From an optimization exercise on the open Yosys and OpenROAD flow, aimed at small area; shortcuts taken in it are not production practice. Only simulation tests tie the RTL to the original design; equivalence was not proved. No activity file was given, so power comes from the tool's default toggle rates.

<file path="flow/config.mk">
export PLATFORM = sky130hd
export DESIGN_NAME = mfc
export DESIGN_NICKNAME = mfc
export VERILOG_FILES = /design/flow/design.v
export SDC_FILE = /design/flow/constraint.sdc
export NUM_CORES = 4
export LEC_CHECK = 0
export CAP_MARGIN = 20
export CORE_MARGIN = 2
export CORE_UTILIZATION = 55
export GPL_TIMING_DRIVEN = 0
export SETUP_SLACK_MARGIN = 0.6
export SLEW_MARGIN = 20
export SYNTH_HIERARCHICAL = 1
export SYNTH_MINIMUM_KEEP_SIZE = 0
</file>
<file path="flow/constraint.sdc">
create_clock -name core_clock -period 10.0 [get_ports {clk}]
set_input_delay 2.0000 -clock core_clock [delete_from_list [all_inputs] [get_ports {clk}]]
set_output_delay 2.0000 -clock core_clock [all_outputs]
set_load 0.01 [all_outputs]
</file>
<file path="flow/design.v">
module mfc (
    input  wire        clk,
    input  wire        rst,         
    input  wire        psel,
    input  wire        pwrite,
    input  wire [8:2]  paddr,
    input  wire [31:0] pwdata,
    output reg  [31:0] prdata,
    input  wire        rx_valid,
    input  wire [7:0]  rx_data,
    input  wire        rx_timeout,
    input  wire        tx_ready,
    output wire        tx_valid,
    output wire [7:0]  tx_data,
    output wire        irq
);
    localparam [7:0] SYNC = 8'h55;
    localparam [2:0] RS_IDLE  = 3'd0;
    localparam [2:0] RS_HUNT  = 3'd1;
    localparam [2:0] RS_ACCUM = 3'd2;
    localparam [2:0] RS_DONE  = 3'd3;
    localparam [2:0] RS_ECHK  = 3'd5;    
    localparam [2:0] RS_EINC  = 3'd6;    
    localparam [2:0] RS_ESYNC = 3'd7;    
    localparam [1:0] MODE_NONE   = 2'b00;
    localparam [1:0] MODE_STRICT = 2'b01;
    localparam [2:0] CE_OK         = 3'd0;
    localparam [2:0] CE_BAD_CMD    = 3'd1;
    localparam [2:0] CE_BAD_ARG    = 3'd2;
    localparam [2:0] CE_LEN_RANGE  = 3'd3;
    localparam [2:0] CE_TX_SEQ     = 3'd4;
    localparam [2:0] CE_TX_OVERRUN = 3'd5;
    localparam [2:0] CE_UNVERIFIED = 3'd6;
    localparam [2:0] CE_REC_RANGE  = 3'd7;
    localparam [3:0] OP_RX_ARM     = 4'h1;
    localparam [3:0] OP_RX_ARM_OP  = 4'h2;
    localparam [3:0] OP_RX_CLEAR   = 4'h3;
    localparam [3:0] OP_RX_TIMEOUT = 4'h4;
    localparam [3:0] OP_TX_START   = 4'h5;
    localparam [3:0] OP_TX_END     = 4'h6;
    localparam [3:0] OP_TX_ABORT   = 4'h7;
    localparam [3:0] OP_CK_CLEAR   = 4'h8;
    localparam [3:0] OP_DECODE     = 4'h9;
    localparam [3:0] OP_SOFT_RESET = 4'hF;
    localparam [6:0] A_CTRL      = 7'h00;
    localparam [6:0] A_CMD       = 7'h01;
    localparam [6:0] A_STATUS    = 7'h02;
    localparam [6:0] A_RX_LEN    = 7'h03;
    localparam [6:0] A_RX_INFO   = 7'h04;
    localparam [6:0] A_TX_DATA   = 7'h05;
    localparam [6:0] A_TX_INFO   = 7'h06;
    localparam [6:0] A_CK_DATA   = 7'h07;
    localparam [6:0] A_CK_INFO   = 7'h08;
    localparam [6:0] A_INT_PEND  = 7'h09;
    localparam [6:0] A_INT_EN    = 7'h0A;
    localparam [6:0] A_REC_A     = 7'h0B;
    localparam [6:0] A_REC_B     = 7'h0C;
    localparam [6:0] A_REC_VALUE = 7'h0D;
    localparam [6:0] A_ID        = 7'h0E;
    localparam [31:0] ID_VALUE = 32'h4D46_4301;
    reg [1:0]  sync_mode;
    reg [7:0]  rx_len;
    reg [2:0]  rs;
    reg [7:0]  act_len;
    reg [1:0]  act_mode;
    reg [7:0]  rx_count;
    reg [7:0]  rx_sum;
    reg [7:0]  rx_skip;
    reg        rx_drop;
    reg        tx_open;
    reg        tx_busy;
    reg [7:0]  tx_hold;
    reg [7:0]  tx_sum;
    reg [7:0]  tx_cnt;
    reg [7:0]  ck_sum;
    reg [7:0]  ck_cnt;
    reg [3:0]  int_pend;
    reg [3:0]  int_en;
    reg [2:0]  cmd_err;
    reg        rec_valid;
    reg [3:0]  rec_idx;
    reg [2039:0] fb;
    wire [2:0] rx_state = rs[2] ? 3'd4 : rs;
    wire [2:0] rx_err   = rs[2] ? {1'b0, rs[1:0]} : 3'd0;
    assign tx_valid = tx_busy;
    assign tx_data  = tx_hold;
    assign irq      = |(int_pend & int_en);
    wire       host_wr = psel & pwrite;
    wire [3:0] cmd_op  = pwdata[3:0];
    wire [3:0] cmd_arg = pwdata[7:4];
    reg [7:0] len_rom;
    always @(*) begin
        case (cmd_arg)
            4'd0:    len_rom = 8'd11;
            4'd1:    len_rom = 8'd15;
            4'd2:    len_rom = 8'd7;
            4'd3:    len_rom = 8'd7;
            4'd4:    len_rom = 8'd7;
            4'd5:    len_rom = 8'd10;
            4'd6:    len_rom = 8'd7;
            4'd7:    len_rom = 8'd11;
            default: len_rom = 8'd147;
        endcase
    end
    reg cmd_malformed;
    always @(*) begin
        if (pwdata[31:8] != 24'd0)
            cmd_malformed = 1'b1;
        else case (cmd_op)
            4'h0, OP_RX_ARM, OP_RX_CLEAR, OP_RX_TIMEOUT, OP_TX_START,
            OP_TX_END, OP_TX_ABORT, OP_CK_CLEAR:
                cmd_malformed = (cmd_arg != 4'd0);
            OP_RX_ARM_OP, OP_DECODE:
                cmd_malformed = 1'b0;
            OP_SOFT_RESET:
                cmd_malformed = (cmd_arg != 4'hF);
            default:
                cmd_malformed = 1'b1;
        endcase
    end
    reg [1:0]  sync_mode_n;
    reg [7:0]  rx_len_n;
    reg [2:0]  rs_n;
    reg [7:0]  act_len_n;
    reg [1:0]  act_mode_n;
    reg [7:0]  rx_count_n;
    reg [7:0]  rx_sum_n;
    reg [7:0]  rx_skip_n;
    reg        rx_drop_n;
    reg        tx_open_n;
    reg        tx_busy_n;
    reg [7:0]  tx_hold_n;
    reg [7:0]  tx_sum_n;
    reg [7:0]  tx_cnt_n;
    reg [7:0]  ck_sum_n;
    reg [7:0]  ck_cnt_n;
    reg [3:0]  int_pend_n;
    reg [3:0]  int_en_n;
    reg [2:0]  cmd_err_n;
    reg        rec_valid_n;
    reg [3:0]  rec_idx_n;
    wire [7:0] sh_sum = (paddr[3] ? ck_sum : tx_sum) + pwdata[7:0];
    reg        do_arm;
    reg [7:0]  arm_len;
    reg        rx_clr;
    reg        soft_reset;
    reg        tx_drop;        
    reg [7:0]  nxt_count;
    reg [7:0]  nxt_sum;
    always @(*) begin
        sync_mode_n = sync_mode;
        rx_len_n    = rx_len;
        rs_n        = rs;
        act_len_n   = act_len;
        act_mode_n  = act_mode;
        rx_count_n  = rx_count;
        rx_sum_n    = rx_sum;
        rx_skip_n   = rx_skip;
        rx_drop_n   = rx_drop;
        tx_open_n   = tx_open;
        tx_busy_n   = tx_busy;
        tx_hold_n   = tx_hold;
        tx_sum_n    = tx_sum;
        tx_cnt_n    = tx_cnt;
        ck_sum_n    = ck_sum;
        ck_cnt_n    = ck_cnt;
        int_pend_n  = int_pend;
        int_en_n    = int_en;
        cmd_err_n   = cmd_err;
        rec_valid_n = rec_valid;
        rec_idx_n   = rec_idx;
        do_arm     = 1'b0;
        arm_len    = rx_len;
        rx_clr     = 1'b0;
        soft_reset = 1'b0;
        tx_drop    = 1'b0;
        nxt_count  = rx_count + 8'd1;
        nxt_sum    = 8'd0;
        if (host_wr) begin
            case (paddr)
                A_CTRL:
                    if (pwdata[1:0] != 2'b11)
                        sync_mode_n = pwdata[1:0];
                A_RX_LEN:
                    rx_len_n = pwdata[7:0];
                A_INT_PEND:
                    int_pend_n = int_pend & ~pwdata[3:0];
                A_INT_EN:
                    int_en_n = pwdata[3:0];
                A_TX_DATA: begin
                    if (!tx_open) begin
                        cmd_err_n     = CE_TX_SEQ;
                        int_pend_n[3] = 1'b1;
                    end else if (tx_busy) begin
                        cmd_err_n     = CE_TX_OVERRUN;
                        int_pend_n[3] = 1'b1;
                    end else begin
                        tx_hold_n = pwdata[7:0];
                        tx_busy_n = 1'b1;
                        tx_sum_n  = sh_sum;
                        tx_cnt_n  = (tx_cnt == 8'hFF) ? 8'hFF : tx_cnt + 8'd1;
                        cmd_err_n = CE_OK;
                    end
                end
                A_CK_DATA: begin
                    ck_sum_n  = sh_sum;
                    ck_cnt_n  = (ck_cnt == 8'hFF) ? 8'hFF : ck_cnt + 8'd1;
                    cmd_err_n = CE_OK;
                end
                A_CMD: begin
                    if (cmd_malformed) begin
                        cmd_err_n     = CE_BAD_CMD;
                        int_pend_n[3] = 1'b1;
                    end else if (cmd_op == OP_RX_ARM_OP && cmd_arg > 4'd8) begin
                        cmd_err_n     = CE_BAD_ARG;
                        int_pend_n[3] = 1'b1;
                    end else begin
                        cmd_err_n = CE_OK;
                        case (cmd_op)
                            OP_RX_ARM:
                                if (rx_len < 8'd7) begin
                                    cmd_err_n     = CE_LEN_RANGE;
                                    int_pend_n[3] = 1'b1;
                                end else begin
                                    do_arm  = 1'b1;
                                    arm_len = rx_len;
                                end
                            OP_RX_ARM_OP: begin
                                do_arm  = 1'b1;
                                arm_len = len_rom;
                            end
                            OP_RX_CLEAR:
                                rx_clr = 1'b1;
                            OP_RX_TIMEOUT:
                                if (rs == RS_HUNT || rs == RS_ACCUM) begin
                                    rs_n          = RS_EINC;
                                    int_pend_n[1] = 1'b1;
                                end
                            OP_TX_START:
                                if (tx_open) begin
                                    cmd_err_n     = CE_TX_SEQ;
                                    int_pend_n[3] = 1'b1;
                                end else if (tx_busy) begin
                                    cmd_err_n     = CE_TX_OVERRUN;
                                    int_pend_n[3] = 1'b1;
                                end else begin
                                    tx_open_n = 1'b1;
                                    tx_hold_n = SYNC;
                                    tx_busy_n = 1'b1;
                                    tx_sum_n  = SYNC;
                                    tx_cnt_n  = 8'd1;
                                end
                            OP_TX_END:
                                if (!tx_open) begin
                                    cmd_err_n     = CE_TX_SEQ;
                                    int_pend_n[3] = 1'b1;
                                end else if (tx_busy) begin
                                    cmd_err_n     = CE_TX_OVERRUN;
                                    int_pend_n[3] = 1'b1;
                                end else begin
                                    tx_hold_n = 8'd0 - tx_sum;
                                    tx_busy_n = 1'b1;
                                    tx_open_n = 1'b0;
                                    tx_sum_n  = 8'd0;
                                    tx_cnt_n  = (tx_cnt == 8'hFF) ? 8'hFF : tx_cnt + 8'd1;
                                end
                            OP_TX_ABORT: begin
                                tx_open_n = 1'b0;
                                tx_busy_n = 1'b0;
                                tx_hold_n = 8'd0;
                                tx_drop   = 1'b1;
                            end
                            OP_CK_CLEAR: begin
                                ck_sum_n = 8'd0;
                                ck_cnt_n = 8'd0;
                            end
                            OP_DECODE:
                                if (rs != RS_DONE) begin
                                    cmd_err_n     = CE_UNVERIFIED;
                                    int_pend_n[3] = 1'b1;
                                end else if ({4'd0, cmd_arg} * 8'd10 + 8'd17 > act_len) begin
                                    cmd_err_n     = CE_REC_RANGE;
                                    int_pend_n[3] = 1'b1;
                                end else begin
                                    rec_valid_n = 1'b1;
                                    rec_idx_n   = cmd_arg;
                                end
                            OP_SOFT_RESET:
                                soft_reset = 1'b1;
                            default: ;
                        endcase
                    end
                end
                default: ;
            endcase
        end
        if (do_arm) begin
            act_len_n  = arm_len;
            act_mode_n = sync_mode;
            rs_n       = RS_HUNT;
        end
        if (do_arm || rx_clr) begin
            if (rx_clr) rs_n = RS_IDLE;
            rx_count_n  = 8'd0;
            rx_sum_n    = 8'd0;
            rx_skip_n   = 8'd0;
            rx_drop_n   = 1'b0;
            rec_valid_n = 1'b0;
            rec_idx_n   = 4'd0;
        end
        if (soft_reset) begin
            sync_mode_n = MODE_STRICT;
            rx_len_n    = 8'd0;
            rs_n        = RS_IDLE;
            act_len_n   = 8'd0;
            act_mode_n  = MODE_STRICT;
            rx_count_n  = 8'd0;
            rx_sum_n    = 8'd0;
            rx_skip_n   = 8'd0;
            rx_drop_n   = 1'b0;
            tx_open_n   = 1'b0;
            tx_busy_n   = 1'b0;
            tx_hold_n   = 8'd0;
            tx_sum_n    = 8'd0;
            tx_cnt_n    = 8'd0;
            ck_sum_n    = 8'd0;
            ck_cnt_n    = 8'd0;
            int_pend_n  = 4'd0;
            int_en_n    = 4'd0;
            cmd_err_n   = CE_OK;
            rec_valid_n = 1'b0;
            rec_idx_n   = 4'd0;
            tx_drop     = 1'b1;
        end
        if (tx_busy && !tx_drop && tx_ready) begin
            tx_busy_n     = 1'b0;
            tx_hold_n     = 8'd0;
            int_pend_n[2] = 1'b1;
        end
        if (rx_valid) begin
            case (rs_n)
                RS_HUNT:
                    if (act_mode_n == MODE_NONE || rx_data == SYNC) begin
                        rx_count_n = 8'd1;
                        rx_sum_n   = rx_data;
                        rs_n       = RS_ACCUM;
                    end else if (act_mode_n == MODE_STRICT) begin
                        rs_n          = RS_ESYNC;
                        int_pend_n[1] = 1'b1;
                    end else begin
                        rx_skip_n = (rx_skip_n == 8'hFF) ? 8'hFF : rx_skip_n + 8'd1;
                    end
                RS_ACCUM: begin
                    nxt_sum    = rx_sum + rx_data;
                    rx_count_n = nxt_count;
                    rx_sum_n   = nxt_sum;
                    if (nxt_count == act_len) begin
                        if (nxt_sum == 8'd0) begin
                            rs_n          = RS_DONE;
                            int_pend_n[0] = 1'b1;
                        end else begin
                            rs_n          = RS_ECHK;
                            int_pend_n[1] = 1'b1;
                        end
                    end
                end
                default:
                    rx_drop_n = 1'b1;
            endcase
        end
        if (rx_timeout && (rs_n == RS_HUNT || rs_n == RS_ACCUM)) begin
            rs_n          = RS_EINC;
            int_pend_n[1] = 1'b1;
        end
    end
    always @(posedge clk) begin
        if (rst) begin
            sync_mode <= MODE_STRICT;
            rx_len    <= 8'd0;
            rs        <= RS_IDLE;
            act_len   <= 8'd0;
            act_mode  <= MODE_STRICT;
            rx_count  <= 8'd0;
            rx_sum    <= 8'd0;
            rx_skip   <= 8'd0;
            rx_drop   <= 1'b0;
            tx_open   <= 1'b0;
            tx_busy   <= 1'b0;
            tx_hold   <= 8'd0;
            tx_sum    <= 8'd0;
            tx_cnt    <= 8'd0;
            ck_sum    <= 8'd0;
            ck_cnt    <= 8'd0;
            int_pend  <= 4'd0;
            int_en    <= 4'd0;
            cmd_err   <= CE_OK;
            rec_valid <= 1'b0;
            rec_idx   <= 4'd0;
        end else begin
            sync_mode <= sync_mode_n;
            rx_len    <= rx_len_n;
            rs        <= rs_n;
            act_len   <= act_len_n;
            act_mode  <= act_mode_n;
            rx_count  <= rx_count_n;
            rx_sum    <= rx_sum_n;
            rx_skip   <= rx_skip_n;
            rx_drop   <= rx_drop_n;
            tx_open   <= tx_open_n;
            tx_busy   <= tx_busy_n;
            tx_hold   <= tx_hold_n;
            tx_sum    <= tx_sum_n;
            tx_cnt    <= tx_cnt_n;
            ck_sum    <= ck_sum_n;
            ck_cnt    <= ck_cnt_n;
            int_pend  <= int_pend_n;
            int_en    <= int_en_n;
            cmd_err   <= cmd_err_n;
            rec_valid <= rec_valid_n;
            rec_idx   <= rec_idx_n;
        end
    end
    wire [7:0]  fb_wa = (do_arm | rx_clr | soft_reset) ? 8'd0 : rx_count;
    wire [15:0] wa_hi = 16'd1 << fb_wa[7:4];
    wire [15:0] wa_lo = {16{rx_valid}} & (16'd1 << fb_wa[3:0]);
    wire [2039:0] fb_d;
    genvar gi, gk;
    generate
        for (gi = 0; gi < 255; gi = gi + 1) begin : g_fb
            wire we  = wa_hi[gi / 16] & wa_lo[gi % 16];
            wire web = ~(wa_hi[gi / 16] & wa_lo[gi % 16]);
            for (gk = 0; gk < 8; gk = gk + 1) begin : g_bit
                mfc_hold u_hold (.we(we), .wd(rx_data[gk]), .web(web), .q(fb[8*gi + gk]),
                                 .d(fb_d[8*gi + gk]));
            end
        end
    endgenerate
    always @(posedge clk)
        fb <= fb_d;
    wire       rd_fbw  = paddr[8];
    wire       rd_reg  = ~paddr[8] & (paddr[7:6] == 2'd0);
    wire [15:0] rd_r   = {16{rd_reg}} & (16'd1 << paddr[5:2]);
    wire       rd_reca = rd_r[A_REC_A[3:0]];
    wire       rd_recb = rd_r[A_REC_B[3:0]];
    wire       rd_recv = rd_r[A_REC_VALUE[3:0]];
    wire [3:0] k = rec_idx;
    reg  [5:0] jr_lo, jr_hi;
    always @(*) begin
        case ({paddr[3:2], rec_idx})
            6'd0: jr_lo = 6'd2;
            6'd1: jr_lo = 6'd5;
            6'd2: jr_lo = 6'd7;
            6'd3: jr_lo = 6'd10;
            6'd4: jr_lo = 6'd12;
            6'd5: jr_lo = 6'd15;
            6'd6: jr_lo = 6'd17;
            6'd7: jr_lo = 6'd20;
            6'd8: jr_lo = 6'd22;
            6'd9: jr_lo = 6'd25;
            6'd10: jr_lo = 6'd27;
            6'd11: jr_lo = 6'd30;
            6'd12: jr_lo = 6'd32;
            6'd13: jr_lo = 6'd35;
            6'd14: jr_lo = 6'd37;
            6'd15: jr_lo = 6'd40;
            6'd16: jr_lo = 6'd3;
            6'd17: jr_lo = 6'd6;
            6'd18: jr_lo = 6'd8;
            6'd19: jr_lo = 6'd11;
            6'd20: jr_lo = 6'd13;
            6'd21: jr_lo = 6'd16;
            6'd22: jr_lo = 6'd18;
            6'd23: jr_lo = 6'd21;
            6'd24: jr_lo = 6'd23;
            6'd25: jr_lo = 6'd26;
            6'd26: jr_lo = 6'd28;
            6'd27: jr_lo = 6'd31;
            6'd28: jr_lo = 6'd33;
            6'd29: jr_lo = 6'd36;
            6'd30: jr_lo = 6'd38;
            6'd31: jr_lo = 6'd41;
            6'd32: jr_lo = 6'd3;
            6'd33: jr_lo = 6'd6;
            6'd34: jr_lo = 6'd8;
            6'd35: jr_lo = 6'd11;
            6'd36: jr_lo = 6'd13;
            6'd37: jr_lo = 6'd16;
            6'd38: jr_lo = 6'd18;
            6'd39: jr_lo = 6'd21;
            6'd40: jr_lo = 6'd23;
            6'd41: jr_lo = 6'd26;
            6'd42: jr_lo = 6'd28;
            6'd43: jr_lo = 6'd31;
            6'd44: jr_lo = 6'd33;
            6'd45: jr_lo = 6'd36;
            6'd46: jr_lo = 6'd38;
            6'd47: jr_lo = 6'd41;
            6'd48: jr_lo = 6'd2;
            6'd49: jr_lo = 6'd4;
            6'd50: jr_lo = 6'd7;
            6'd51: jr_lo = 6'd9;
            6'd52: jr_lo = 6'd12;
            6'd53: jr_lo = 6'd14;
            6'd54: jr_lo = 6'd17;
            6'd55: jr_lo = 6'd19;
            6'd56: jr_lo = 6'd22;
            6'd57: jr_lo = 6'd24;
            6'd58: jr_lo = 6'd27;
            6'd59: jr_lo = 6'd29;
            6'd60: jr_lo = 6'd32;
            6'd61: jr_lo = 6'd34;
            6'd62: jr_lo = 6'd37;
            6'd63: jr_lo = 6'd39;
        endcase
    end
    always @(*) begin
        case ({paddr[3:2], rec_idx})
            6'd0: jr_hi = 6'd2;
            6'd1: jr_hi = 6'd4;
            6'd2: jr_hi = 6'd7;
            6'd3: jr_hi = 6'd9;
            6'd4: jr_hi = 6'd12;
            6'd5: jr_hi = 6'd14;
            6'd6: jr_hi = 6'd17;
            6'd7: jr_hi = 6'd19;
            6'd8: jr_hi = 6'd22;
            6'd9: jr_hi = 6'd24;
            6'd10: jr_hi = 6'd27;
            6'd11: jr_hi = 6'd29;
            6'd12: jr_hi = 6'd32;
            6'd13: jr_hi = 6'd34;
            6'd14: jr_hi = 6'd37;
            6'd15: jr_hi = 6'd39;
            6'd16: jr_hi = 6'd3;
            6'd17: jr_hi = 6'd5;
            6'd18: jr_hi = 6'd8;
            6'd19: jr_hi = 6'd10;
            6'd20: jr_hi = 6'd13;
            6'd21: jr_hi = 6'd15;
            6'd22: jr_hi = 6'd18;
            6'd23: jr_hi = 6'd20;
            6'd24: jr_hi = 6'd23;
            6'd25: jr_hi = 6'd25;
            6'd26: jr_hi = 6'd28;
            6'd27: jr_hi = 6'd30;
            6'd28: jr_hi = 6'd33;
            6'd29: jr_hi = 6'd35;
            6'd30: jr_hi = 6'd38;
            6'd31: jr_hi = 6'd40;
            6'd32: jr_hi = 6'd3;
            6'd33: jr_hi = 6'd5;
            6'd34: jr_hi = 6'd8;
            6'd35: jr_hi = 6'd10;
            6'd36: jr_hi = 6'd13;
            6'd37: jr_hi = 6'd15;
            6'd38: jr_hi = 6'd18;
            6'd39: jr_hi = 6'd20;
            6'd40: jr_hi = 6'd23;
            6'd41: jr_hi = 6'd25;
            6'd42: jr_hi = 6'd28;
            6'd43: jr_hi = 6'd30;
            6'd44: jr_hi = 6'd33;
            6'd45: jr_hi = 6'd35;
            6'd46: jr_hi = 6'd38;
            6'd47: jr_hi = 6'd40;
            6'd48: jr_hi = 6'd1;
            6'd49: jr_hi = 6'd4;
            6'd50: jr_hi = 6'd6;
            6'd51: jr_hi = 6'd9;
            6'd52: jr_hi = 6'd11;
            6'd53: jr_hi = 6'd14;
            6'd54: jr_hi = 6'd16;
            6'd55: jr_hi = 6'd19;
            6'd56: jr_hi = 6'd21;
            6'd57: jr_hi = 6'd24;
            6'd58: jr_hi = 6'd26;
            6'd59: jr_hi = 6'd29;
            6'd60: jr_hi = 6'd31;
            6'd61: jr_hi = 6'd34;
            6'd62: jr_hi = 6'd36;
            6'd63: jr_hi = 6'd39;
        endcase
    end
    wire [5:0] jlo = paddr[8] ? paddr[7:2] : jr_lo;
    wire [5:0] jhi = paddr[8] ? paddr[7:2] : jr_hi;
    wire [63:0] sel_lo = 64'd1 << jlo;
    wire [63:0] sel_hi = 64'd1 << jhi;
    wire [31:0] m;
    genvar gb, gj, gt;
    generate
        for (gb = 0; gb < 32; gb = gb + 1) begin : g_mb
            wire [63:0] col;
            for (gj = 0; gj < 64; gj = gj + 1) begin : g_mj
                if (4 * gj + gb / 8 < 255)
                    assign col[gj] = fb[8 * (4 * gj + gb / 8) + gb % 8];
                else
                    assign col[gj] = 1'b0;
            end
            wire [63:0] sl = (gb < 16) ? sel_lo : sel_hi;
            wire [21:0] t;
            for (gt = 0; gt < 21; gt = gt + 1) begin : g_t
                mfc_aoi222 u_aoi (.a(sl[3*gt]), .b(col[3*gt]), .c(sl[3*gt+1]), .d(col[3*gt+1]),
                                  .e(sl[3*gt+2]), .f(col[3*gt+2]), .y(t[gt]));
            end
            assign t[21] = ~(sl[63] & col[63]);
            assign m[gb] = ~&t;
        end
    endgenerate
    wire [5:0] cw = rx_count[7:2];
    wire [5:0] pw = paddr[7:2];
    wire [5:0] ltb = ~pw & cw;
    wire [5:0] eqb = ~(pw ^ cw);
    wire       w_lt = ltb[5] | (eqb[5] & (ltb[4] | (eqb[4] & (ltb[3] | (eqb[3] & (ltb[2] |
                      (eqb[2] & (ltb[1] | (eqb[1] & ltb[0])))))))));
    wire       w_eq = paddr[7:2] == rx_count[7:2];
    wire [3:0] vis;
    assign vis[0] = w_lt | (w_eq & (rx_count[1:0] != 2'd0));
    assign vis[1] = w_lt | (w_eq & rx_count[1]);
    assign vis[2] = w_lt | (w_eq & (rx_count[1:0] == 2'd3));
    assign vis[3] = w_lt;
    wire kodd = k[0];
    wire [7:0] r0 = kodd ? m[7:0]   : m[23:16];
    wire [7:0] r1 = kodd ? m[15:8]  : m[31:24];
    wire [7:0] r2 = kodd ? m[23:16] : m[7:0];
    wire [7:0] r3 = kodd ? m[31:24] : m[15:8];
    wire [7:0] r4 = kodd ? m[7:0]   : m[23:16];
    wire [7:0] r5 = kodd ? m[15:8]  : m[31:24];
    wire [31:0] rv = kodd ? {m[15:0], m[31:16]} : m;
    wire [31:0] rec_a = {3'd0, r2[4:0], 3'd0, r1[7:3], 2'd0, r1[2:0], r2[7:5], r0};
    wire [31:0] rec_b = {r4, r5, 5'd0, r3[2:0], 3'd0, r3[7:3]};
    wire [31:0] status = {4'd0, rec_idx, 5'd0, cmd_err, 2'd0, act_mode,
                          rx_drop, rec_valid, tx_busy, tx_open,
                          1'b0, rx_err, 1'b0, rx_state};
    wire [31:0] ck_info = {ck_cnt, 7'd0, (ck_sum == 8'd0), 8'd0 - ck_sum, ck_sum};
    always @(*) begin
        prdata = ({32{rd_fbw}} & m & {{8{vis[3]}}, {8{vis[2]}}, {8{vis[1]}}, {8{vis[0]}}})
               | ({32{rd_r[A_CTRL[3:0]]}}      & {30'd0, sync_mode})
               | ({32{rd_r[A_STATUS[3:0]]}}    & status)
               | ({32{rd_r[A_RX_LEN[3:0]]}}    & {24'd0, rx_len})
               | ({32{rd_r[A_RX_INFO[3:0]]}}   & {rx_skip, rx_sum, act_len, rx_count})
               | ({32{rd_r[A_TX_INFO[3:0]]}}   & {8'd0, tx_hold, tx_cnt, tx_sum})
               | ({32{rd_r[A_CK_INFO[3:0]]}}   & ck_info)
               | ({32{rd_r[A_INT_PEND[3:0]]}}  & {28'd0, int_pend})
               | ({32{rd_r[A_INT_EN[3:0]]}}    & {28'd0, int_en})
               | ({32{rd_reca & rec_valid}}    & rec_a)
               | ({32{rd_recb & rec_valid}}    & rec_b)
               | ({32{rd_recv & rec_valid}}    & rv)
               | ({32{rd_r[A_ID[3:0]]}}        & ID_VALUE);
    end
endmodule
module mfc_hold (
    input  wire we,
    input  wire wd,
    input  wire web,
    input  wire q,
    output wire d
);
    assign d = (we & wd) | (web & q);
endmodule
module mfc_aoi222 (
    input  wire a, b, c, d, e, f,
    output wire y
);
    assign y = ~((a & b) | (c & d) | (e & f));
endmodule
</file>
<file path="flow/flow/run.sh">
#!/bin/bash
# Standard ORFS layout with two changes: port buffers are buf_2 cells (not
# clock delay cells), and the clock tree is a clkbuf_16 root over clkbuf_8
# buffers driving sink clusters of up to 14 flip-flops, without dummy
# balancing loads.
set -euo pipefail
bash standard.sh \
  'BUFFER_PORTS_ARGS=-buffer_cell sky130_fd_sc_hd__buf_2' \
  'CTS_ARGS=-sink_clustering_enable -repair_clock_nets -dont_use_dummy_load -root_buf sky130_fd_sc_hd__clkbuf_16 -buf_list sky130_fd_sc_hd__clkbuf_8 -sink_clustering_size 14 -sink_clustering_max_diameter 50' \
  finish > standard_flow.log 2>&1
</file>
<file path="flow/standard.sh">
#!/bin/bash
# synth_recipe.tcl (not shown) runs the flow's synth.tcl, then flattens the netlist and writes it again
# the make line also repeats each setting of config.mk as NAME=value (left out here)
make -C /OpenROAD-flow-scripts/flow DESIGN_CONFIG=/design/flow/config.mk WORK_HOME=/design/flow/orfs CLKGATE_MAP_FILE= SYNTH_SCRIPT=/design/flow/synth_recipe.tcl "${@:-finish}"
</file>
==> key figures, run 1 <==
Detailed routing
  – Via count: 70890
  – First-pass DRT Iterations: 12
  – Antenna Nets Post-Route: 0
  – Initial DRC count: 11480
  – Detailed Route WL: 300500 um
  – Remaining DRCs: 0
  – Vias per cell: 7.461
  – DR WL/cell: 31.62 um

Floorplan
  – Core area: 145400 sq um
  – Die area: 149300 sq um
  – Chip height: 386.4 um
  – Std-Cell Rows: 140
  – Starting Density: 55.31%
  – Ports: 96
  – Die span in x: 386.4 um

CTS
  – CTS tree: yes
  – Maximum clock insertion buffer count: 3
  – H-tree levels: 4
  – Clock Latency Late Sink: 0.80 ns
  – Clock-pin slew on the worst setup and hold paths: 0.06 ns
  – CTS Sinks: 2146
  – CTS Buf Count: 189
  – CTS Hold Bufs: 0
  – Clk root buf: clkbuf_16

Global routing
  – GR Overflow Total: 0
  – Largest net degree at the start of global routing: 92
  – Gr usage total: 38.59%
  – Initial antenna violation count: 10
  – First-pass GRT wire length: 437800 um
  – Vias in the first global route: 65240

Outcome
  – Outcome: no timing/DRC/antenna violations

Critical path
  – Critical Path RT: 8.00 ns
  – Reg2Reg Setup Slack: 4.54 ns
  – Kind of critical path: in2out
  – Worst-path maximum fanout: 16
  – Crit. End Element: output pin
  – Startpoint types: primary input
  – Worst EP arrival: 7.49 ns

Timing
  – Setup tns final: 0 ns
  – Final period utilization: 94.87%
  – Endpoints failing setup: 0
  – Worst-margin pin slew: 1.301 ns
  – Tmin final: 9.487 ns
  – Setup Skew: 0.1198 ns
  – Slew headroom: 12.60%
  – Fin. max-slew vios: 0
  – Fin. Hold Viols: 0
  – Fmax: 105.4 MHz
  – RSZ-0062 raised after global routing: false

Power
  – Leak Pwr: 34.64 nW
  – Total power per unit cell area: 153.0 nW/um^2
  – VDD IR-drop max: 0.1441 mV
  – Sequential power share: 63.2%
  – Gate power share: 3.8%
  – Switching part of the total: 23.45%
  – Clock power frac: 32.9%
  – Sw Pwr: 0.003168 W
  – P_int: 0.01034 W

Synthesis
  – Multiplexer share of the synthesized area: 0.4170%
  – Syn_area_per_cell: 11.12 sq um
  – Synth cell types: 101
  – Xor/xnor cell area share of the yosys netlist: 0.4139%
  – Compound-Gate Fraction of Synth Area: 35.01%
  – Cell area after synthesis: 80420 sq um
  – Post-synthesis adder-cell area fraction: 0.8215%
  – Sequential area share after synthesis: 53.42%
  – Number of synthesized register bits: 2146
  – Gate Count Post-Synth: 7233
  – Ys async rst share: 0%
  – Ys flop type: dfxtp_1
  – Synth Area in Simple Gates: 7.728%
  – Yosys warnings: 7
  – Number of flops mapped to enable cells by yosys: 0
  – Synth Net Count: 7338
  – Largest family of logic cells by synthesized area: compound AO/OA/AOI/OAI gates

Worst hold path
  – HP Class: reg2reg

Finish
  – Fraction of layout cells with a size suffix above 1: 9.080%
  – Commonest non-fill, non-tap cell in the layout: dfxtp_1
  – Syn-to-layout area delta: 9.793%
  – Nets@finish: 7684
  – Fin area: 88290 sq um
  – Layout Cells excl Fill: 9502
  – Most frequent cells in the layout: 2145 x dfxtp_1, 2043 x a22o_1, 694 x a222oi_1

Place
  – HPWL Detailed: 205600 um
  – Number of port buffers: 90
  – Placed inst area: 84590 sq um
  – Placed Cells: 9285
  – Routability Congestion: 1.034

Flow run
  – Maxcap violations: 0
## state kept, by name, indices dropped and copies added (netlist names), 4 cells and up
signal	flops
rx_skip	8
ck_sum	8
tx_sum	8
rx_len	8
act_len	8
int_pend	4
int_en	4
tx_cnt	8
tx_hold	8
ck_cnt	8
rx_sum	8
fb	2040
rec_idx	4
rx_count	8
## cell type report
| class | count | area [sq um] |
|---|---|---|
| Buffer | 142 | 733.2 |
| Clock buffer | 189 | 2613 |
| Sequential cell | 2146 | 42960 |
| Tap cell | 1917 | 2399 |
| Timing Repair Buffer | 155 | 1609 |
| Multi-Input combinational cell | 4637 | 36790 |
| Inverter | 308 | 1161 |
| Fill cell | 12220 | 57100 |
| Antenna cell | 8 | 20.02 |
## metrics by stage
step | hold WS (ns) | power (W) | setup WS [ns] | utilization, %
6_report | 0.4691 | 0.01351 | 0.5127 | 60.73
5_1_grt | 0.4831 | 0.01388 | 0.5846 | 60.72
4_1_cts | 0.4692 | 0.01353 | 0.5697 | 60.41
3_5_place_dp | 0.4522 | 0.009210 | -1.568 | 58.18
3_3_place_gp | 0.4504 | 0.009167 | -1.700 | 57.27
2_1_floorplan | 0.4309 | 0.008885 | 2.020 | -
## cell usage after synthesis (10+ instances only)
cell type	n	share of area, %
nand2b_1	27	0.21
a211oi_1	19	0.18
a21oi_1	116	0.72
a221o_1	10	0.12
a221oi_1	12	0.13
and3_1	22	0.17
dfxtp_1	2146	53
xnor2_1	21	0.23
a222oi_1	694	8.6
o21a_1	13	0.12
nand3_1	101	0.63
or4_1	21	0.20
nand4_1	147	1.1
mux2i_1	20	0.25
nor4_1	24	0.19
a31oi_1	26	0.20
clkbuf_1	89	0.42
and4_1	11	0.12
nor3_1	63	0.39
a21o_1	20	0.19
nor2b_1	17	0.13
a22o_1	2043	22
buf_2	43	0.27
xor2_1	17	0.19
a211o_1	16	0.17
a22oi_1	25	0.23
o21ai_0	69	0.43
nand2_1	477	2.2
ha_1	48	0.75
inv_1	305	1.4
o211ai_1	19	0.18
o21bai_1	11	0.10
or3_1	14	0.11
nor2_1	310	1.4
and2_1	19	0.15
mux2_2	10	0.14
## critical path: stages
cell,delay (ns)
buf_2,0.14
clkbuf_4,0.23
clkbuf_4,0.25
clkbuf_4,0.25
clkbuf_4,0.23
o31ai_2,0.34
nor2_2,0.20
nand2_4,0.16
nor2_2,0.17
a222oi_1,0.55
nand4_1,0.50
or4_4,0.72
nor3_4,0.43
o21ai_0,0.16
a31oi_2,0.33
nand2b_1,0.16
o211ai_1,0.33
buf_2,0.28
## layer usage
layer	part of all wire [%]	up-vias	GRT usage, %
met1	42	35210	55.77
met5	0.0083	-	0
met4	4.8	4	16.97
met2	42	4399	54.89
met3	11	679	8.555
li1	-	30590	-
## power groups by stage
stage | combinational [W] | sequential [W] | clock, W
6_report | 0.000519 | 0.00854 | 0.00445
5_1_grt | 0.000533 | 0.00855 | 0.00480
4_1_cts | 0.000484 | 0.00854 | 0.00450
3_5_place_dp | 0.000466 | 0.00874 | 0
3_3_place_gp | 0.000424 | 0.00874 | 0
2_1_floorplan | 0.000142 | 0.00874 | 0
## final timing paths
path	end	start	depth (start not counted)
setup / recovery	prdata[22]	paddr[8]	18
hold / removal	fb[1688]$_DFF_P_	fb[1688]$_DFF_P_	1
setup reg to reg	fb[1173]$_DFF_P_	rx_len[3]$_SDFFE_PP0P_	10
hold reg to reg	fb[1688]$_DFF_P_	fb[1688]$_DFF_P_	1
## logic make-up (layout without fill, tap and decap cells)
kind of cell,count (synthesis),in the layout
other,0,8
AND/OR/NAND/NOR,1308,1308
XOR/XNOR,38,38
AO/OA/AOI/OAI,3209,3209
multiplexers,31,31
adder cells (fa/ha/maj),51,51
flip-flops,2146,2146
buffers and inverters,450,794
## modules after synthesis (local to each module, per instance)
module      times used  cells  area [sq um]
mfc                  1   4521         55820
mfc_aoi222         672      1         10.01
mfc_hold          2040      1         8.758
## repair_timing
| item | 4_1_cts | 5_1_grt |
|---|---|---|
| pin swaps | 27 | 30 |
| resized for setup | 150 | 70 |
| buffers inserted | 4 | 12 |
| endpoints found under the setup margin | 32 | 30 |
==> inputs of run 2 (changes only) <==
--- a/flow/design.v
+++ b/flow/design.v
@@ -140,6 +140,8 @@
     reg        rec_valid_n;
     reg [3:0]  rec_idx_n;
     wire [7:0] sh_sum = (paddr[3] ? ck_sum : tx_sum) + pwdata[7:0];
+    wire [7:0] sh_cin = paddr[3] ? ck_cnt : tx_cnt;
+    wire [7:0] sh_cnt = (sh_cin == 8'hFF) ? 8'hFF : sh_cin + 8'd1;
     reg        do_arm;
     reg [7:0]  arm_len;
     reg        rx_clr;
@@ -174,7 +176,7 @@
         rx_clr     = 1'b0;
         soft_reset = 1'b0;
         tx_drop    = 1'b0;
-        nxt_count  = rx_count + 8'd1;
+        nxt_count  = 8'd0;
         nxt_sum    = 8'd0;
         if (host_wr) begin
             case (paddr)
@@ -198,13 +200,13 @@
                         tx_hold_n = pwdata[7:0];
                         tx_busy_n = 1'b1;
                         tx_sum_n  = sh_sum;
-                        tx_cnt_n  = (tx_cnt == 8'hFF) ? 8'hFF : tx_cnt + 8'd1;
+                        tx_cnt_n  = sh_cnt;
                         cmd_err_n = CE_OK;
                     end
                 end
                 A_CK_DATA: begin
                     ck_sum_n  = sh_sum;
-                    ck_cnt_n  = (ck_cnt == 8'hFF) ? 8'hFF : ck_cnt + 8'd1;
+                    ck_cnt_n  = sh_cnt;
                     cmd_err_n = CE_OK;
                 end
                 A_CMD: begin
@@ -262,7 +264,7 @@
                                     tx_busy_n = 1'b1;
                                     tx_open_n = 1'b0;
                                     tx_sum_n  = 8'd0;
-                                    tx_cnt_n  = (tx_cnt == 8'hFF) ? 8'hFF : tx_cnt + 8'd1;
+                                    tx_cnt_n  = sh_cnt;
                                 end
                             OP_TX_ABORT: begin
                                 tx_open_n = 1'b0;
@@ -337,6 +339,7 @@
             tx_hold_n     = 8'd0;
             int_pend_n[2] = 1'b1;
         end
+        nxt_count = (rs_n[1] ? rx_count : rx_skip_n) + 8'd1;
         if (rx_valid) begin
             case (rs_n)
                 RS_HUNT:
@@ -348,7 +351,7 @@
                         rs_n          = RS_ESYNC;
                         int_pend_n[1] = 1'b1;
                     end else begin
-                        rx_skip_n = (rx_skip_n == 8'hFF) ? 8'hFF : rx_skip_n + 8'd1;
+                        rx_skip_n = (rx_skip_n == 8'hFF) ? 8'hFF : nxt_count;
                     end
                 RS_ACCUM: begin
                     nxt_sum    = rx_sum + rx_data;
==> key figures, run 2 <==
CTS
  – Clock Latency Late Sink: 0.82 ns
  – Maximum clock insertion buffer count: 3
  – Clk root buf: clkbuf_16
  – CTS Sinks: 2146
  – CTS Buf Count: 192
  – Clock-pin slew on the worst setup and hold paths: 0.06 ns
  – H-tree levels: 4
  – CTS tree: yes

Timing
  – Worst-margin pin slew: 1.299 ns
  – Setup Skew: 0.1181 ns
  – Fin. max-slew vios: 0
  – Tmin final: 9.412 ns
  – RSZ-0062 raised after global routing: true
  – Endpoints failing setup: 0
  – Final period utilization: 94.12%
  – Slew headroom: 13.40%
  – Fin. Hold Viols: 0
  – Hold slack final: 0.4686 ns
  – Fmax: 106.2 MHz

Worst hold path
  – Hold depth: 2
  – HP Class: reg2reg
  – Worst Hold End: tx_cnt[1]$_SDFFE_PP0P_
  – Hold Crit Start: tx_cnt[1]$_SDFFE_PP0P_

Critical path
  – Buf/Inv on CP: 6
  – Slowest-stage cell, CP: or4_4
  – Reg2Reg Setup Slack: 4.32 ns
  – Worst-path maximum fanout: 10
  – Cell family with most CP delay: simple AND/OR/NAND/NOR gates
  – Worst EP arrival: 7.41 ns
  – R2R depth: 12
  – Kind of critical path: in2out
  – Startpoint types: primary input
  – Slowest stage delay, CP: 0.67 ns
  – Most frequent CP cell: nor2_1
  – R2R Path End: fb[386]$_DFF_P_
  – Crit. End Element: output pin
  – Critical Path RT: 8.00 ns
  – Critical-path cell list: buf_2 > buf_2 > nand2b_1 > and3_1 > o311a_1 > or2_2 > inv_1 > nor2_1 > nand2_2 > nor2_1 > buf_4 > a222oi_1 > nand4_1 > or4_4 > a2111oi_4 > buf_4 > nor2_1 > nor2_1 > o21ai_0 > a221o_1 > buf_2
  – Worst r2r src: rx_len[3]$_SDFFE_PP0P_

Power
  – Total power per unit cell area: 155.6 nW/um^2
  – Pwr Total: 0.01372 W
  – VDD IR-drop max: 0.1734 mV
  – Leak Pwr: 35.05 nW

Finish
  – Max reg flops: 2040
  – Commonest non-fill, non-tap cell in the layout: dfxtp_1
  – Top reg by flops: fb
  – Fraction of layout cells with a size suffix above 1: 9.526%
  – Utilization after layout: 61.26%
  – Layout Cells excl Fill: 9525
  – Syn-to-layout area delta: 10.22%
  – Nets@finish: 7712
  – Most frequent cells in the layout: 2146 x dfxtp_1, 2046 x a22o_1, 682 x a222oi_1

Global routing
  – GR Overflow Total: 0
  – Gr usage total: 39.01%
  – Vias in the first global route: 64720
  – Largest net degree at the start of global routing: 103
  – First-pass GRT wire length: 439600 um
  – Initial antenna violation count: 19

Floorplan
  – Die span in x: 385.5 um
  – Starting Density: 55.58%
  – Std-Cell Rows: 139
  – Chip height: 385.5 um
  – Die area: 148600 sq um
  – Core area: 144000 sq um
  – Ports: 96

Synthesis
  – Number of synthesized register bits: 2146
  – Synth Net Count: 7308
  – Gate Count Post-Synth: 7209
  – Ys flop type: dfxtp_1
  – Most common cell in the netlist: dfxtp_1
  – Cell taking the most area after synthesis: dfxtp_1
  – Synth cell types: 94
  – Synth top area share: 53.68%
  – Post-synth top cells: 2146 x dfxtp_1, 2046 x a22o_1, 682 x a222oi_1, 497 x nand2_1, 313 x nor2_1
  – Cell area after synthesis: 80030 sq um
  – Ys async rst share: 0%
  – Number of flops mapped to enable cells by yosys: 0
  – Synth area leaders: dfxtp_1 54%, a22o_1 22%, a222oi_1 8.5%
  – Sequential area share after synthesis: 53.68%
  – Syn_area_per_cell: 11.10 sq um
  – Yosys warnings: 7

Place
  – Number of port buffers: 92
  – HPWL Detailed: 208700 um
  – Routability Congestion: 1.035
  – Placed Cells: 9291

Detailed routing
  – Via count: 70220
  – First-pass DRT Iterations: 13
  – Remaining DRCs: 0
  – Detailed Route WL: 303000 um
  – Vias per cell: 7.372
  – Initial DRC count: 11240
  – Antenna Nets Post-Route: 0
  – DR WL/cell: 31.81 um

Flow run
  – Maxcap violations: 0

Outcome
  – Outcome: no timing/DRC/antenna violations
## run 2: cell count changes in the layout (fill, tap and decap cells not counted), sizes merged, moves of 14 or more
cell,before,now
a221oi,12,26
a31oi,26,10
clkbuf,274,309
nand2,478,497
buf,212,238
o21ai,72,87
xnor2,21,36
## run 2: stage by stage
step | TNS, ns | cell area (sq um) | setup WS (ns)
finish | 0 | 88210 | 0.5881
detailed placement | -43.19 | 84620 | -2.011
floorplan | 0 | 80030 | 1.895
global placement | -86.05 | 82870 | -3.305
CTS | 0 | 87740 | 0.5741
global route | 0 | 88190 | 0.5871
## run 2: what timing repair did
item,CTS,global route
pin swaps,20,23
setup endpoints to repair,32,32
gates cloned,0,0
buffers inserted,9,19
gates resized for setup,90,48
hold buffers,0,0
## run 2: cells by family after synthesis
kind of cell	share of synthesized area [%]
AO/OA/AOI/OAI	34.80
flip-flops	53.68
AND/OR/NAND/NOR	7.450
buffers and inverters	2.139
XOR/XNOR	0.6113
adder cells (fa/ha/maj)	0.7457
multiplexers	0.5722
## run 2: worst register-to-register path, delay by kind of cell (launching register included)
kind	cells	cell delay [ns]
flip-flops	1	0.48
AND/OR/NAND/NOR	2	0.71
buffers and inverters	5	2.79
AO/OA/AOI/OAI	5	1.61
## run 2: area by class of cell
class	count	area, sq um
Inverter	305	1149
Timing Repair Buffer	210	2018
Buffer	145	644.4
Tap cell	1903	2381
Antenna cell	11	27.53
Multi-Input combinational cell	4613	36380
Sequential cell	2146	42960
Clock buffer	192	2654
Fill cell	12100	55790
## run 2: how the worst max path moves through the flow
stage	from	end	slack, ns	cells past startpoint
global route	paddr[2]	prdata[30]	0.59	20
floorplan	paddr[3]	prdata[0]	1.89	16
finish	paddr[3]	prdata[2]	0.59	21
CTS	paddr[2]	prdata[31]	0.57	20
global placement	paddr[3]	prdata[0]	-3.31	16
detailed placement	paddr[3]	prdata[31]	-2.01	18
## run 2: per-module statistics from Yosys, one instance, submodules excluded
module / area, sq um / copies in the design / flops+latches / cells inside
mfc: 55440 / 1 / 2146 / 4497
mfc_aoi222: 10.01 / 672 / 0 / 1
mfc_hold: 8.758 / 2040 / 0 / 1
## run 2: power by group
part           total [W]  internal [W]  switching [W]
logic           0.000601      0.000157       0.000444
clock network    0.00451       0.00171        0.00279
registers        0.00862       0.00859      0.0000300
## run 2: routing by layer
metal	track usage [%]	share of wire, %	up-vias
met5	0	0.029	-
met2	55.73	42	4388
met1	54.31	41	34550
met3	9.191	12	726
met4	21.09	5.9	14
li1	-	-	30540
==> inputs of run 3 (changes only) <==
==> flow/flow/run.sh (replaced) <==
#!/bin/bash
# Standard ORFS layout with two changes: port buffers are buf_2 cells (not
# clock delay cells), and the clock tree is a clkbuf_16 root over clkbuf_8
# buffers driving sink clusters of up to 16 flip-flops, without dummy
# balancing loads.
set -euo pipefail
bash standard.sh \
  'BUFFER_PORTS_ARGS=-buffer_cell sky130_fd_sc_hd__buf_2' \
  'CTS_ARGS=-sink_clustering_enable -repair_clock_nets -dont_use_dummy_load -root_buf sky130_fd_sc_hd__clkbuf_16 -buf_list sky130_fd_sc_hd__clkbuf_8 -sink_clustering_size 16 -sink_clustering_max_diameter 50' \
  finish > standard_flow.log 2>&1
==> flow/config.mk (replaced) <==
export PLATFORM = sky130hd
export DESIGN_NAME = mfc
export DESIGN_NICKNAME = mfc
export VERILOG_FILES = /design/flow/design.v
export SDC_FILE = /design/flow/constraint.sdc
export NUM_CORES = 4
export LEC_CHECK = 0
export CAP_MARGIN = 10
export CORE_MARGIN = 2
export CORE_UTILIZATION = 62
export GPL_TIMING_DRIVEN = 0
export SETUP_SLACK_MARGIN = 0.6
export SLEW_MARGIN = 10
export SYNTH_HIERARCHICAL = 1
export SYNTH_MINIMUM_KEEP_SIZE = 0
==> key figures, run 3 <==
Timing
  – Worst-margin pin slew: 1.449 ns
  – Tmin final: 9.597 ns
  – Fin. max-slew vios: 0
  – Final worst slack: 0.4032 ns
  – Slew headroom: 3.382%
  – Final period utilization: 95.97%
  – RSZ-0062 raised after global routing: true
  – Endpoints failing setup: 0
  – Hold slack final: 0.4670 ns
  – Fmax: 104.2 MHz
  – Setup Skew: 0.1007 ns
  – Fin. Hold Viols: 0

Finish
  – Nets@finish: 7681
  – Syn-to-layout area delta: 9.376%
  – Fraction of layout cells with a size suffix above 1: 8.931%
  – Top reg by flops: fb
  – Max reg flops: 2040
  – Commonest non-fill, non-tap cell in the layout: dfxtp_1
  – Most frequent cells in the layout: 2146 x dfxtp_1, 2046 x a22o_1, 682 x a222oi_1

Critical path
  – Critical Path RT: 8.00 ns
  – Worst EP arrival: 7.60 ns
  – Crit. End Element: output pin
  – Reg2Reg Setup Slack: 4.24 ns
  – Kind of critical path: in2out
  – R2R Path End: fb[1334]$_DFF_P_
  – Cell family with most CP delay: simple AND/OR/NAND/NOR gates
  – Startpoint types: primary input
  – Worst r2r src: rx_len[3]$_SDFFE_PP0P_
  – R2R depth: 10
  – Buf/Inv on CP: 6
  – Worst-path maximum fanout: 16
  – Slowest-stage cell, CP: or4_4
  – Most frequent CP cell: buf_4
  – Slowest stage delay, CP: 0.62 ns
  – Critical-path cell list: buf_2 > buf_4 > nand2b_2 > and3_1 > o311a_1 > or2_2 > inv_1 > nor2_1 > nand2_2 > buf_4 > nor2_2 > a222oi_1 > nand4_1 > or4_4 > a2111oi_4 > buf_4 > o21ai_0 > o21ai_0 > o211ai_1 > buf_2

Synthesis
  – Synth area leaders: dfxtp_1 54%, a22o_1 22%, a222oi_1 8.5%
  – Gate Count Post-Synth: 7209
  – Number of flops mapped to enable cells by yosys: 0
  – Post-synth top cells: 2146 x dfxtp_1, 2046 x a22o_1, 682 x a222oi_1, 497 x nand2_1, 313 x nor2_1
  – Yosys warnings: 7
  – Ys async rst share: 0%
  – Most common cell in the netlist: dfxtp_1
  – Synth Net Count: 7308
  – Sequential area share after synthesis: 53.68%
  – Cell area after synthesis: 80030 sq um
  – Ys flop type: dfxtp_1
  – Cell taking the most area after synthesis: dfxtp_1
  – Synth top area share: 53.68%
  – Number of synthesized register bits: 2146
  – Synth cell types: 94
  – Syn_area_per_cell: 11.10 sq um

Global routing
  – GR Overflow Total: 0
  – Vias in the first global route: 65840
  – First-pass GRT wire length: 433700 um
  – GRT met2 Usage: 60.68%
  – Gr usage total: 43.08%
  – Initial antenna violation count: 26
  – GRT busiest layer: met2
  – Grt met3 use: 12.41%
  – Met1 usage: 58.68%
  – Largest net degree at the start of global routing: 114

Power
  – Total power per unit cell area: 154.3 nW/um^2
  – VDD IR-drop max: 0.1710 mV
  – Pwr Total: 0.01351 W
  – Leak Pwr: 34.76 nW

Detailed routing
  – Antenna Nets Post-Route: 0
  – Via count: 71340
  – Remaining DRCs: 0
  – Initial DRC count: 13070
  – DR WL/cell: 31.92 um
  – First-pass DRT Iterations: 15
  – Vias per cell: 7.705
  – Detailed Route WL: 295500 um

Floorplan
  – Core area: 127800 sq um
  – Std-Cell Rows: 131
  – Die area: 132000 sq um
  – Chip height: 363.3 um
  – Die span in x: 363.3 um
  – Ports: 96
  – Starting Density: 62.60%

Worst hold path
  – Hold Crit Start: fb[804]$_DFF_P_
  – Hold depth: 1
  – Worst Hold End: fb[804]$_DFF_P_
  – HP Class: reg2reg

CTS
  – Maximum clock insertion buffer count: 3
  – Clock-pin slew on the worst setup and hold paths: 0.04 ns
  – CTS Sinks: 2146
  – Clock Latency Late Sink: 0.82 ns
  – CTS Buf Count: 177
  – Clk root buf: clkbuf_16
  – CTS tree: yes
  – CTS Hold Bufs: 0
  – H-tree levels: 4

Place
  – Number of port buffers: 92
  – Routability Congestion: 1.054
  – HPWL Detailed: 206200 um
  – DP Worst Slack: -1.869 ns

Outcome
  – Outcome: no timing/DRC/antenna violations

Flow run
  – Maxcap violations: 0
-- run 3: cell count changes in the layout (fill, tap and decap cells not counted), sizes merged --
cell           change
clkbuf            -17
buf               -15
clkinv             +1
diode              +6
clkdlybuf4s18      +1
clkinvlp           -1
-- run 3: timing repair --
item / in CTS / in global routing
gates resized for setup: 165 / 94
buffers inserted: 17 / 12
setup endpoints to repair: 32 / 31
pin swaps: 36 / 50
-- run 3: through the flow --
stage	util (%)	setup TNS, ns	cell area (sq um)	cells
2_1_floorplan	-	0	80030	7209
3_3_place_gp	64.59	-71.96	82570	8963
3_5_place_dp	65.57	-48.75	83830	9029
4_1_cts	68.07	0	87030	9223
5_1_grt	68.44	0	87500	9243
6_report	68.47	0	87540	9259
-- run 3: worst max path at each step --
stage,from,to,slack [ns],depth (start not counted)
after global placement,paddr[3],prdata[6],-2.87,17
after detailed placement,paddr[3],prdata[15],-1.87,17
final,paddr[2],prdata[4],0.40,20
after CTS,paddr[2],prdata[4],0.56,20
after global routing,paddr[3],prdata[0],0.57,18
after floorplan,paddr[3],prdata[0],1.89,16
-- run 3: per-module statistics from Yosys (local to each module, per instance) --
module | cells inside | flops+latches | copies in the design
mfc | 4497 | 2146 | 1
mfc_aoi222 | 1 | 0 | 672
mfc_hold | 1 | 0 | 2040
-- run 3: logic make-up (layout without fill, tap and decap cells) --
family	count (synthesis)	in the layout	share of synthesized area, %
flops	2146	2146	53.68
xor+xnor	55	55	0.6113
buf+inv	450	821	2.139
simple gates	1286	1286	7.450
mux	43	43	0.5722
compound gates	3183	3183	34.80
fa+ha+maj	46	46	0.7457
other cells	0	17	0
-- run 3: area by class of cell --
cell class / count / area, sq um
well taps: 1662 / 2079
flip-flops and latches: 2146 / 42960
inverters: 305 / 1146
repair buffers: 194 / 1739
fillers: 9875 / 40310
multi-input cells: 4613 / 36480
plain buffers: 145 / 635.6
diodes: 17 / 42.54
clock buffers: 177 / 2447
-- run 3: where the power goes --
part	internal (W)	switching [W]	total, W	leakage (nW)
Clock	0.00159	0.00272	0.00430	1.28
Combinational	0.000143	0.000439	0.000583	16.1
Sequential	0.00859	0.0000314	0.00862	17.3
-- run 3: metal layers --
layer	vias to the layer above	wire length [um]
met3	953	40530
met2	5102	120300
met1	34810	114200
met5	-	154
met4	20	20330
li1	30450	-
==> inputs of run 4 (changes only) <==
==> flow/config.mk (replaced) <==
export PLATFORM = sky130hd
export DESIGN_NAME = mfc
export DESIGN_NICKNAME = mfc
export VERILOG_FILES = /design/flow/design.v
export SDC_FILE = /design/flow/constraint.sdc
export NUM_CORES = 4
export LEC_CHECK = 0
export CAP_MARGIN = 15
export CORE_MARGIN = 2
export CORE_UTILIZATION = 66
export GPL_TIMING_DRIVEN = 0
export SETUP_SLACK_MARGIN = 0.5
export SLEW_MARGIN = 15
export SYNTH_HIERARCHICAL = 1
export SYNTH_MINIMUM_KEEP_SIZE = 0
==> key figures, run 4 <==
Finish
  – Filler cells: 8669
  – Nets@finish: 7665
  – Register Area: 42960 sq um
  – Max reg flops: 2040
  – Fraction of layout cells with a size suffix above 1: 8.554%
  – Most frequent cells in the layout: 2146 x dfxtp_1, 2046 x a22o_1, 682 x a222oi_1
  – Commonest non-fill, non-tap cell in the layout: dfxtp_1
  – Top reg by flops: fb
  – Syn-to-layout area delta: 8.933%
  – Utilization after layout: 72.57%
  – Area of the multi-input gates: 36310 sq um

Power
  – Leak Pwr: 34.72 nW
  – Total power per unit cell area: 153.8 nW/um^2
  – VDD IR-drop max: 0.1704 mV

Timing
  – Final period utilization: 96.31%
  – Tmin final: 9.631 ns
  – Fmax: 103.8 MHz
  – Slew headroom: 5.215%
  – Endpoints failing setup: 0
  – Setup Skew: 0.1031 ns
  – Worst-margin pin slew: 1.422 ns
  – Fin. Hold Viols: 0
  – Final worst slack: 0.3693 ns
  – Setup tns final: 0 ns
  – RSZ-0062 raised after global routing: false
  – Fin. max-slew vios: 0

Critical path
  – CP startpoint: paddr[3]
  – R2R Path End: fb[261]$_DFF_P_
  – Slowest-stage cell, CP: a222oi_1
  – End of the critical path: prdata[30]
  – Most frequent CP cell: clkbuf_4
  – Startpoint types: primary input
  – Worst-path maximum fanout: 16
  – Critical-path cell list: buf_2 > buf_4 > clkbuf_4 > clkbuf_4 > buf_4 > a221o_1 > nor2_1 > nand2_4 > clkbuf_4 > nor2_2 > a222oi_1 > nand4_1 > nor4_4 > nand2_1 > o21ai_1 > nor2_1 > a211oi_1 > o21ai_1 > buf_2
  – Crit. End Element: output pin
  – Slowest stage delay, CP: 0.59 ns
  – Reg2Reg Setup Slack: 4.41 ns
  – Kind of critical path: in2out
  – Critical Path RT: 8.00 ns
  – Worst r2r src: rx_len[3]$_SDFFE_PP0P_
  – Worst EP arrival: 7.63 ns
  – R2R depth: 12

Global routing
  – Initial antenna violation count: 24
  – Vias in the first global route: 65560
  – Largest net degree at the start of global routing: 108
  – GR Overflow Total: 0
  – First-pass GRT wire length: 429100 um
  – Gr usage total: 44.94%

CTS
  – CTS Buf Count: 171
  – Maximum clock insertion buffer count: 3
  – CTS Hold Bufs: 0
  – Clk root buf: clkbuf_16
  – CTS tree: yes
  – Clock-pin slew on the worst setup and hold paths: 0.06 ns
  – Clock Latency Late Sink: 0.82 ns
  – H-tree levels: 4
  – CTS Sinks: 2146

Place
  – Routability Congestion: 1.076
  – Number of port buffers: 92
  – DP Worst Slack: -1.930 ns
  – HPWL Detailed: 204200 um

Synthesis
  – Multiplexer share of the synthesized area: 0.5722%
  – Xor/xnor cell area share of the yosys netlist: 0.6113%
  – Synth Area in Simple Gates: 7.450%
  – Cell taking the most area after synthesis: dfxtp_1
  – Synth area leaders: dfxtp_1 54%, a22o_1 22%, a222oi_1 8.5%
  – Number of synthesized register bits: 2146
  – Gate Count Post-Synth: 7209
  – Syn_area_per_cell: 11.10 sq um
  – Most common cell in the netlist: dfxtp_1
  – Largest family of logic cells by synthesized area: compound AO/OA/AOI/OAI gates
  – Cell area after synthesis: 80030 sq um
  – Ys async rst share: 0%
  – Number of flops mapped to enable cells by yosys: 0
  – Synth Net Count: 7308
  – Post-synthesis adder-cell area fraction: 0.7457%
  – Synth top area share: 53.68%
  – Post-synth top cells: 2146 x dfxtp_1, 2046 x a22o_1, 682 x a222oi_1, 497 x nand2_1, 313 x nor2_1
  – Sequential area share after synthesis: 53.68%
  – Ys flop type: dfxtp_1
  – Synth cell types: 94
  – Yosys warnings: 7
  – Compound-Gate Fraction of Synth Area: 34.80%

Detailed routing
  – Via count: 71520
  – Remaining DRCs: 0
  – Initial DRC count: 13740
  – Antenna Nets Post-Route: 0
  – Detailed Route WL: 293200 um
  – DR WL/cell: 31.89 um
  – First-pass DRT Iterations: 13
  – Vias per cell: 7.779

Floorplan
  – Ports: 96
  – Core area: 120100 sq um
  – Std-Cell Rows: 127
  – Chip height: 352.2 um
  – Die span in x: 352.2 um
  – Die area: 124100 sq um
  – Starting Density: 66.62%

Flow run
  – Maxcap violations: 0

Worst hold path
  – HP Class: reg2reg

Outcome
  – Outcome: no timing/DRC/antenna violations
==> run 4: worst min path at each step <==
stage               slack, ns                 start                    to  depth (start not counted)
global route             0.48      fb[1091]$_DFF_P_      fb[1091]$_DFF_P_                          1
floorplan                0.43  rx_sum[3]$_SDFF_PP0_  rx_sum[3]$_SDFF_PP0_                          2
global placement         0.45      fb[2018]$_DFF_P_      fb[2018]$_DFF_P_                          1
CTS                      0.47      fb[1090]$_DFF_P_      fb[1090]$_DFF_P_                          1
finish                   0.47      fb[1090]$_DFF_P_      fb[1090]$_DFF_P_                          1
detailed placement       0.45      fb[2024]$_DFF_P_      fb[2024]$_DFF_P_                          1
==> run 4: area by class of cell <==
| class | count | area share [%] |
|---|---|---|
| flip-flops and latches | 2146 | 49.28 |
| multi-input cells | 4613 | 41.64 |
| clock buffers | 171 | 2.712 |
| well taps | 1612 | 2.313 |
| repair buffers | 184 | 1.935 |
| inverters | 305 | 1.315 |
| plain buffers | 145 | 0.7506 |
| diodes | 18 | 0.05167 |
==> run 4: stage by stage <==
| stage | total power (W) | instances | area [sq um] | hold slack [ns] |
|---|---|---|---|---|
| floorplan | 0.008992 | 7209 | 80030 | 0.4345 |
| CTS | 0.01335 | 9147 | 86600 | 0.4737 |
| detailed placement | 0.009326 | 8971 | 83680 | 0.4512 |
| global placement | 0.009288 | 8913 | 82510 | 0.4480 |
| finish | 0.01341 | 9194 | 87180 | 0.4722 |
| global route | 0.01372 | 9181 | 87150 | 0.4826 |
==> run 4: critical path, delay by kind of cell <==
family	cells	cell delay [ns]
simple gates	7	1.84
compound gates	5	1.90
buf+inv	7	1.84
==> run 4: what timing repair did <==
item / 4_1_cts / 5_1_grt
endpoints found under the hold margin: 0 / 0
gates cloned: 0 / 0
buffers inserted: 5 / 24
pin swaps: 29 / 23
endpoints found under the setup margin: 32 / 31
gates resized for setup: 126 / 68
==> run 4: Yosys stat by module, one instance, submodules excluded <==
module | cells | cell area [sq um] | copies in the design | flip-flops and latches
mfc_hold | 1 | 8.758 | 2040 | 0
mfc | 4497 | 55440 | 1 | 2146
mfc_aoi222 | 1 | 10.01 | 672 | 0
==> run 4: where the power goes <==
| group | internal, W | switching [W] | leakage [nW] | total (W) |
|---|---|---|---|---|
| clock | 0.00154 | 0.00267 | 1.23 | 0.00421 |
| combinational | 0.000147 | 0.000431 | 16.1 | 0.000578 |
| sequential | 0.00859 | 0.0000308 | 17.3 | 0.00862 |
| total | 0.0103 | 0.00314 | 34.7 | 0.0134 |
==> run 4: cells by family after synthesis <==
kind of cell	Yosys count
flops	2146
buf+inv	450
xor+xnor	55
mux	43
simple gates	1286
fa+ha+maj	46
compound gates	3183
==> run 4: routing by layer <==
layer  track usage (%)  wire [um]  vias to the layer above
met4             28.59      22030                       18
met5                 0        207                        -
li1                  -          -                    30430
met3             14.70      42690                      991
met2             63.00     118800                     5356
met1             59.56     109500                    34730

## static timing again, ports no longer ideal
The flow's constraints put no driver on any port. The routed layouts listed below were extracted and timed again, unchanged, in two steps.
Step 1: set_driving_cell puts a clkbuf_16 on clk and a buf_2 on each other input, an assumption about the parent block.
Step 2 moves the port delays by t, midway between the first and last clock arrival at a register: inputs arrive t later, outputs are due t later. That takes back most of the time a late clock gives input paths.
a / b / c = ideal ports / drivers / drivers and shift; a / b = the first two.
run	t, ns	setup WS [ns]	worst setup path at the end
run 1	0.840	0.513 / 0.393 / 0.393	input to output
run 2	0.837	0.588 / 0.430 / 0.430	input to output
run 3	0.859	0.403 / 0.174 / 0.174	input to output
run 4	0.838	0.369 / 0.190 / 0.190	input to output
After both steps setup and hold are still met in every run listed. The setup slack of run 3, which loses most, moves by -0.229 ns with the drivers and by -0.229 ns with both steps.
